Context: an optimization exercise on an open-source flow, tuned for small area, a short achievable clock period and few clock cycles. The choices shown serve that exercise and are no tape-out recipe. Function was checked by simulation only, so behaviour that the tests miss may differ from the original. Power is estimated from default activity; no workload was simulated.

--- flow/run.sh ---
#!/bin/bash
# synth_recipe.tcl (not shown) runs the flow's synth.tcl, then flattens the netlist and writes it again
# the make line also repeats each setting of config.mk as NAME=value (left out here)
make -C /OpenROAD-flow-scripts/flow DESIGN_CONFIG=/design/flow/config.mk WORK_HOME=/design/flow/orfs CLKGATE_MAP_FILE= SYNTH_SCRIPT=/design/flow/synth_recipe.tcl finish
--- flow/config.mk ---
export PLATFORM = sky130hd
export DESIGN_NAME = cvfp
export DESIGN_NICKNAME = cvfp
export VERILOG_FILES = /design/flow/design.v
export SDC_FILE = /design/flow/constraint.sdc
export NUM_CORES = 4
export LEC_CHECK = 0
export CAP_MARGIN = 20
export CORE_MARGIN = 2
export CORE_UTILIZATION = 40
export PLACE_DENSITY = 0.6
export SLEW_MARGIN = 20
--- flow/constraint.sdc ---
create_clock -name core_clock -period 10.0 [get_ports {clk}]
set_input_delay 2.0000 -clock core_clock [delete_from_list [all_inputs] [get_ports {clk}]]
set_output_delay 2.0000 -clock core_clock [all_outputs]
set_load 0.01 [all_outputs]
--- flow/design.v ---
module cvfp (
    input  wire        clk,
    input  wire        rst,
    input  wire        cmd_valid,
    output wire        cmd_ready,
    input  wire [3:0]  cmd_op,
    input  wire [15:0] cmd_a,
    input  wire [7:0]  cmd_b,
    input  wire        pv_valid,
    output wire        pv_ready,
    input  wire [7:0]  pv_data,
    output reg         rsp_valid,
    output reg  [2:0]  rsp_code,
    output reg  [15:0] rsp_data
);
    localparam BUFSZ = 258;
    localparam OP_CLR   = 4'h0;
    localparam OP_PUSH  = 4'h1;
    localparam OP_RDB   = 4'h2;
    localparam OP_ENC   = 4'h3;
    localparam OP_SUM   = 4'h4;
    localparam OP_VAL   = 4'h5;
    localparam OP_WFQ   = 4'h6;
    localparam OP_FSZ   = 4'h7;
    localparam OP_GETF  = 4'h8;
    localparam OP_GETB  = 4'h9;
    localparam OP_GETSB = 4'hA;
    localparam OP_GETH  = 4'hB;
    localparam OP_RDST  = 4'hC;
    localparam R_OK         = 3'd0;
    localparam R_ERR        = 3'd1;
    localparam R_UNDERRUN   = 3'd2;
    localparam R_OVERFLOW   = 3'd3;
    localparam R_PARAMLEN   = 3'd4;
    localparam R_NOTVALID   = 3'd5;
    localparam R_PARAMRANGE = 3'd6;
    localparam R_BADOP      = 3'd7;
    localparam S_IDLE = 2'd0;
    localparam S_ENC  = 2'd1;    
    localparam S_WALK = 2'd2;    
    localparam W_SUM = 2'd0;
    localparam W_VAL = 2'd1;
    localparam W_WFQ = 2'd2;
    reg [7:0] buf_q [0:BUFSZ-1];
    reg [8:0] cnt;
    reg [3:0] status;            
    reg [1:0] state;
    reg [7:0] enc_p;             
    reg [7:0] enc_k;             
    reg [7:0] enc_sum;           
    reg [1:0] walk_kind;
    reg [8:0] walk_idx;          
    reg [8:0] walk_last;         
    reg [8:0] walk_chk;          
    reg [7:0] walk_sum;
    reg       walk_elen;         
    reg       walk_ecmd;         
    reg       walk_hdr;          
    assign cmd_ready = (state == S_IDLE);
    assign pv_ready  = (state == S_ENC) && (enc_k != enc_p);
    wire accept = cmd_valid && cmd_ready;
    wire [7:0]  len_b    = buf_q[3];
    wire [7:0]  cmd_byte = buf_q[4];
    wire [9:0]  len_p2   = {2'b00, len_b} + 10'd2;    
    wire [9:0]  len_p3   = {2'b00, len_b} + 10'd3;    
    wire [7:0]  npar     = (len_b > 8'd3) ? (len_b - 8'd3) : 8'd0;
    wire [16:0] a_ext    = {1'b0, cmd_a};
    wire [16:0] cnt_ext  = {8'b0, cnt};
    wire [8:0]  par_lo_idx = cmd_a[8:0] + 9'd5;
    wire [8:0]  par_hi_idx = cmd_a[8:0] + 9'd6;
    reg  [8:0]  rd_idx;
    always @(*) begin
        if (state == S_WALK)
            rd_idx = (walk_idx <= walk_last) ? walk_idx : walk_chk;
        else begin
            case (cmd_op)
            OP_RDB:  rd_idx = cmd_a[8:0];
            OP_GETF: rd_idx = (cmd_b[2:0] == 3'd5) ? len_p2[8:0] : {6'd0, cmd_b[2:0]};
            default: rd_idx = par_lo_idx;
            endcase
        end
    end
    wire [7:0]  rd_byte     = buf_q[rd_idx];
    wire [7:0]  par_hi_byte = buf_q[par_hi_idx];
    wire [7:0]  walk_res    = ~walk_sum;
    reg       wr_en;
    reg [8:0] wr_idx;
    reg [7:0] wr_data;
    reg       hdr_we;
    always @(*) begin
        wr_en   = 1'b0;
        wr_idx  = cnt;
        wr_data = cmd_b;
        hdr_we  = 1'b0;
        if (state == S_IDLE) begin
            if (accept && cmd_op == OP_PUSH && cnt != BUFSZ) begin
                wr_en   = 1'b1;
                wr_idx  = cnt;
                wr_data = cmd_b;
            end
            if (accept && cmd_op == OP_ENC && cmd_a[15:8] <= 8'd252)
                hdr_we = 1'b1;
        end else if (state == S_ENC) begin
            if (enc_k != enc_p) begin
                if (pv_valid) begin
                    wr_en   = 1'b1;
                    wr_idx  = {1'b0, enc_k} + 9'd5;
                    wr_data = pv_data;
                end
            end else begin
                wr_en   = 1'b1;
                wr_idx  = {1'b0, enc_p} + 9'd5;
                wr_data = ~enc_sum;
            end
        end
    end
    always @(posedge clk) begin
        if (wr_en)
            buf_q[wr_idx] <= wr_data;
        if (hdr_we) begin
            buf_q[0] <= 8'h55;
            buf_q[1] <= 8'h55;
            buf_q[2] <= cmd_a[7:0];
            buf_q[3] <= cmd_a[15:8] + 8'd3;
            buf_q[4] <= cmd_b;
        end
    end
    always @(posedge clk) begin
        if (rst) begin
            state     <= S_IDLE;
            cnt       <= 9'd0;
            status    <= 4'd0;
            rsp_valid <= 1'b0;
        end else begin
            rsp_valid <= 1'b0;
            case (state)
            S_IDLE: begin
                if (accept) begin
                    rsp_valid <= 1'b1;
                    rsp_code  <= R_OK;
                    rsp_data  <= 16'd0;
                    case (cmd_op)
                    OP_CLR: begin
                        cnt    <= 9'd0;
                        status <= 4'd0;
                    end
                    OP_PUSH: begin
                        if (cnt == BUFSZ) begin
                            rsp_code <= R_OVERFLOW;
                        end else begin
                            cnt    <= cnt + 9'd1;
                            status <= 4'd0;
                        end
                    end
                    OP_RDB: begin
                        if (a_ext >= cnt_ext)
                            rsp_code <= R_UNDERRUN;
                        else
                            rsp_data <= {8'd0, rd_byte};
                    end
                    OP_ENC: begin
                        if (cmd_a[15:8] > 8'd252) begin
                            rsp_code <= R_PARAMLEN;
                        end else begin
                            rsp_valid <= 1'b0;
                            status    <= 4'd0;
                            enc_p     <= cmd_a[15:8];
                            enc_k     <= 8'd0;
                            enc_sum   <= cmd_a[7:0] + (cmd_a[15:8] + 8'd3) + cmd_b;
                            state     <= S_ENC;
                        end
                    end
                    OP_SUM: begin
                        if (cnt < 9'd4 || {1'b0, cnt} < len_p2) begin
                            rsp_code <= R_UNDERRUN;
                        end else begin
                            rsp_valid <= 1'b0;
                            walk_kind <= W_SUM;
                            walk_idx  <= 9'd2;
                            walk_last <= {1'b0, len_b} + 9'd1;
                            walk_sum  <= 8'd0;
                            state     <= S_WALK;
                        end
                    end
                    OP_VAL: begin
                        if (cnt < 9'd5 || {1'b0, cnt} < len_p3) begin
                            rsp_code <= R_UNDERRUN;
                        end else begin
                            rsp_valid <= 1'b0;
                            walk_kind <= W_VAL;
                            walk_idx  <= 9'd2;
                            walk_last <= {1'b0, len_b} + 9'd1;
                            walk_chk  <= len_p2[8:0];
                            walk_sum  <= 8'd0;
                            walk_elen <= (len_b != cmd_a[7:0]);
                            walk_ecmd <= (cmd_byte != cmd_b);
                            state     <= S_WALK;
                        end
                    end
                    OP_WFQ: begin
                        if (cnt < 9'd6) begin
                            rsp_data <= 16'd0;
                        end else begin
                            rsp_valid <= 1'b0;
                            walk_kind <= W_WFQ;
                            walk_idx  <= 9'd2;
                            walk_last <= cnt - 9'd2;
                            walk_chk  <= cnt - 9'd1;
                            walk_sum  <= 8'd0;
                            walk_hdr  <= (buf_q[0] == 8'h55) && (buf_q[1] == 8'h55) &&
                                         ({1'b0, len_b} == cnt - 9'd3);
                            state     <= S_WALK;
                        end
                    end
                    OP_FSZ: begin
                        if (cnt < 9'd4)
                            rsp_code <= R_UNDERRUN;
                        else
                            rsp_data <= {6'd0, len_p3};
                    end
                    OP_GETF: begin
                        if (cmd_b > 8'd5)
                            rsp_code <= R_BADOP;
                        else if (cmd_b <= 8'd4) begin
                            if ({1'b0, cmd_b} >= cnt)
                                rsp_code <= R_UNDERRUN;
                            else
                                rsp_data <= {8'd0, rd_byte};
                        end else begin
                            if (cnt < 9'd4 || len_p2 >= {1'b0, cnt})
                                rsp_code <= R_UNDERRUN;
                            else
                                rsp_data <= {8'd0, rd_byte};
                        end
                    end
                    OP_GETB, OP_GETSB: begin
                        if (!status[0])
                            rsp_code <= R_NOTVALID;
                        else if (a_ext >= {9'd0, npar})
                            rsp_code <= R_PARAMRANGE;
                        else if (cmd_op == OP_GETB)
                            rsp_data <= {8'd0, rd_byte};
                        else
                            rsp_data <= {{8{rd_byte[7]}}, rd_byte};
                    end
                    OP_GETH: begin
                        if (!status[0])
                            rsp_code <= R_NOTVALID;
                        else if (a_ext + 17'd1 >= {9'd0, npar})
                            rsp_code <= R_PARAMRANGE;
                        else
                            rsp_data <= {par_hi_byte, rd_byte};
                    end
                    OP_RDST: begin
                        rsp_data <= {3'd0, cnt, status};
                    end
                    default: begin
                        rsp_code <= R_BADOP;
                    end
                    endcase
                end
            end
            S_ENC: begin
                if (enc_k != enc_p) begin
                    if (pv_valid) begin
                        enc_k   <= enc_k + 8'd1;
                        enc_sum <= enc_sum + pv_data;
                    end
                end else begin
                    cnt       <= {1'b0, enc_p} + 9'd6;
                    rsp_valid <= 1'b1;
                    rsp_code  <= R_OK;
                    rsp_data  <= 16'd0;
                    state     <= S_IDLE;
                end
            end
            S_WALK: begin
                if (walk_idx <= walk_last) begin
                    walk_sum <= walk_sum + rd_byte;
                    walk_idx <= walk_idx + 9'd1;
                end else begin
                    rsp_valid <= 1'b1;
                    state     <= S_IDLE;
                    case (walk_kind)
                    W_SUM: begin
                        rsp_code <= R_OK;
                        rsp_data <= {8'd0, walk_res};
                    end
                    W_VAL: begin
                        status   <= {(rd_byte != walk_res), walk_ecmd, walk_elen,
                                     !((rd_byte != walk_res) || walk_ecmd || walk_elen)};
                        rsp_code <= ((rd_byte != walk_res) || walk_ecmd || walk_elen) ? R_ERR : R_OK;
                        rsp_data <= {12'd0, (rd_byte != walk_res), walk_ecmd, walk_elen,
                                     !((rd_byte != walk_res) || walk_ecmd || walk_elen)};
                    end
                    default: begin
                        rsp_code <= R_OK;
                        rsp_data <= {15'd0, walk_hdr && (rd_byte == walk_res)};
                    end
                    endcase
                end
            end
            default: state <= S_IDLE;
            endcase
        end
    end
endmodule
==> key figures <==
Route
  – Antenna viol nets, final: 0
  – Vias per cell: 6.491
  – DRC violations left: 0
  – Wire per inst: 33.74 um
  – Final wirelength: 423300 um
  – Vias: 81440
  – Initial DRC count: 12490
  – Pre-antenna DRT Iters: 6

Synthesis
  – XOR/XNOR share of the synthesized area: 1.059%
  – Synth Net Count: 8841
  – Synth Area in Adders: 1.401%
  – Synth top area cells: edfxtp_1 58%, mux4_2 14%, nand2_1 6.8%
  – Post-synth cell types: 97
  – Mapped Cells: 8681
  – YS warnings: 1
  – Post-synth EDFFs: 2179
  – Asr flop ratio synth: 0%
  – Flops & latches, synth: 2211
  – Synth top area share: 58.15%
  – Mux contribution to synthesized area: 15.16%
  – Dominant cell type by area after synthesis: edfxtp_1
  – Seq/Total Area, Yosys: 58.72%
  – Top FF cell, synth: edfxtp_1
  – Simple-gate share of the synthesized area: 13.84%
  – Synth Area in Compound Gates: 6.628%
  – Combinational family with the most area after synthesis: multiplexers
  – Avg Inst Size Synth: 12.96 um2
  – Mapped Area: 112500 um2

Die
  – Die area: 285600 um2
  – Core area: 279600 um2
  – Site Rows: 194
  – Die Y: 534.4 um
  – Starting Density: 40.24%
  – Die width: 534.4 um
  – IO Count: 62

Clock tree
  – Clock sink total: 2211
  – CTS Buffer Depth: 3
  – CTS tree: built
  – Later-pin clock latency in the skew report: 0.95 ns
  – Hold_buf cts: 0
  – TritonCTS buffer count: 233
  – CTS-repair resized insts: 0
  – Post-CTS setup buffers: 0
  – Root Buffer: clkbuf_16
  – H-tree Lvls: 4
  – Reg clk slew, reported paths: 0.06 ns

STA
  – Clock Skew: 0.07748 ns
  – # setup viols final: 0
  – TNS Setup: 0 ns
  – RSZ-0062 raised after global routing: false
  – Final Critical Period: 8.959 ns
  – Max-slew headroom: 13.98%
  – Final Hold Viols: 0
  – Slew Limit Fails: 0
  – Fmax: 111.6 MHz
  – Final worst-path cycle share: 89.59%
  – PnR worst setup slack: 1.041 ns
  – Worst slew pin tran: 1.290 ns

Global route
  – Grt met2 use: 43.39%
  – Grt total ovfl: 0
  – Met3 usage: 8.675%
  – Vias in the first global route: 77280
  – Largest net degree at the start of global routing: 214
  – Grt peak-use layer: met2
  – GRT met1 Usage: 38.67%
  – First-pass GRT wire length: 592700 um
  – Initial antenna violation count: 21
  – Tot GR Track Use: 29.02%

Power and ir drop
  – Peak VDD IR: 0.0001798 V
  – Total power: 24.03 mW
  – Leakage power: 41.70 nW
  – PwrDens: 190.9 nW/um2

Place
  – Number of placed instances, taps included: 12100
  – Final RePlAce weighted congestion: 1.027
  – Post-DP HPWL: 282800 um
  – Post-placement worst setup slack: 0.4212 ns
  – Port bufs: 61

Worst setup path
  – Nature of the critical path endpoint: register
  – Critical path startpoint category: primary input
  – Critical Path AT: 9.65 ns
  – CP max stage cell: a2111oi_1
  – Critical-path maximum fanout: 41
  – Critical path's largest stage delay: 1.11 ns
  – WP data required: 10.70 ns
  – Worst R2R Path Depth: 25
  – CP most frequent cell: buf_4
  – WS Path Type: in2reg

Cells and area
  – Nets: 8777
  – Fill cells: 24790
  – Area Overhead vs Synth: 11.83%
  – Share of layout cells above drive strength 1: 16.70%
  – Layout Cells excl Fill: 12550

Run status
  – Outcome: timing/DRC/antenna clean

Min path
  – Tightest Hold Check Type: reg2reg
  – Hold Path Stages: 2

Job
  – Max_cap viols: 0
## where the power goes
| part | switching, mW | internal (mW) | leakage, nW |
|---|---|---|---|
| sequential | 0.0499 | 10.3 | 19.9 |
| clock | 3.84 | 5.01 | 3.73 |
| combinational | 3.36 | 1.47 | 18.1 |
| total | 7.25 | 16.8 | 41.7 |
## through the flow
step                      area, um2  util (%)  hold WS [ns]
after global routing         125800     44.99        0.5143
after global placement       118000     42.21        0.4716
after detailed placement     118100     42.22        0.4754
after floorplan              112600         -        0.4539
after CTS                    125700     44.96        0.4933
final                        125800     45.00        0.4960
## per-layer routing
metal / vias to the layer above / part of all wire [%]
met2: 5712 / 44
met1: 41420 / 37
met4: 14 / 5.5
met3: 922 / 13
met5: - / 0.023
li1: 33380 / -
## cells in the mapped netlist, types with 18 or more instances
master,count
a21o_1,27
a21oi_1,180
a22oi_1,78
a311o_1,47
a311oi_1,270
a31oi_1,27
a32oi_1,30
and2_1,19
and3_1,151
buf_1,95
buf_2,175
buf_4,78
buf_6,18
clkbuf_1,327
dfxtp_1,32
edfxtp_1,2179
ha_1,110
inv_1,81
mux2i_1,126
mux4_2,696
nand2_1,2026
nand3_1,766
nand4_1,71
nor2_1,428
nor3_1,36
nor4_1,21
o21a_1,28
o21ai_0,82
o22ai_1,34
o311ai_0,41
xnor2_1,72
xor2_1,64
## sequential cells by signal (all words and copies together), names as in the netlist, 9 cells and up
name,flops
buf_q,2112
rsp_data,16
walk_idx,9
walk_chk,9
walk_last,9
cnt,9
## layout make-up
cell class              instances  area [um2]  area share [%]
repair buffers                395        3835           3.047
diodes                         12       30.03         0.02386
clock inverters               146        1595           1.268
inverters                      88       330.3          0.2625
well taps                    3724        4659           3.703
flip-flops and latches       2211       66070           52.50
multi-input cells            5688       43250           34.37
clock buffers                 283        6070           4.823
## cells by family after synthesis
group | count (synthesis)
and+or+nand+nor | 3607
DFF | 2211
AOI/OAI and AO/OA | 992
muxes | 833
buffers and inverters | 782
xor gates and xnor gates | 136
adders and majority gates | 120
## placed cells by master (no fill, tap or decap), types with 14 or more instances in the layout
cell type and count:
o311ai_0 39, o21ai_0 79, clkinv_2 45, a22oi_1 77, bufinv_16 27, nand2b_1 17, a311o_1 47, and2_1 19
and3_1 149, clkbuf_1 46, xnor2_1 68, a32oi_1 29, o22ai_1 28, nor2b_1 14, clkbuf_16 234, buf_12 54
ha_1 109, a31oi_1 27, nand3_1 765, nand4_1 71, mux4_2 696, nor3_1 34, a311oi_1 270, nor4_1 21
o21a_1 28, a21o_1 25, mux2i_1 126, clkinv_1 54, nand2_1 2018, a21oi_1 177, dfxtp_1 32, nor2_1 407
inv_1 81, clkdlybuf4s50_1 59, o211ai_1 14, xor2_1 63, buf_4 276, nor2_2 20, edfxtp_1 2179
## final timing paths
check,to,slack (ns),startpoint
max,walk_sum[7]$_SDFFCE_PN0P_,1.04,cmd_op[0]
min,buf_q[0][3]$_SDFFE_PP0P_,0.50,buf_q[0][3]$_SDFFE_PP0P_
max reg2reg,walk_sum[7]$_SDFFCE_PN0P_,2.15,walk_idx[7]$_SDFFCE_PN0P_
min reg2reg,buf_q[0][3]$_SDFFE_PP0P_,0.50,buf_q[0][3]$_SDFFE_PP0P_
## worst max-delay path: cells and delay by family
family                     cells  cell delay [ns]
AOI/OAI and AO/OA             10             3.10
adders and majority gates      1             0.26
buffers and inverters          5             1.86
and+or+nand+nor                9             2.34
Testbench counts, summed over its fixed seeds: cycles 72,011.

## port drivers added, routing unchanged
In the flow no input, the clock included, has a driving cell. The finished layout below was timed again as built, in two steps. Step 1, drivers: a clkbuf_16 drives clk and a buf_2 each remaining input, both assumed. Step 2 also shifts input and output timing later by t, the mid clock arrival at the registers, as if the neighbouring blocks saw the same clock. a / b / c = ideal ports / drivers / drivers and shift; a / b = the first two.
t, ns: 1.010
slack for setup (ns): 1.041 / 1.111 / 0.101
clock arrival spread, ns: 0.079 / 0.078
worst slew at a driven data input, ns: 0.09
After both steps setup and hold are still met in this run. For this run, drivers alone change the setup slack by +0.070 ns; drivers and shift together by -0.940 ns.
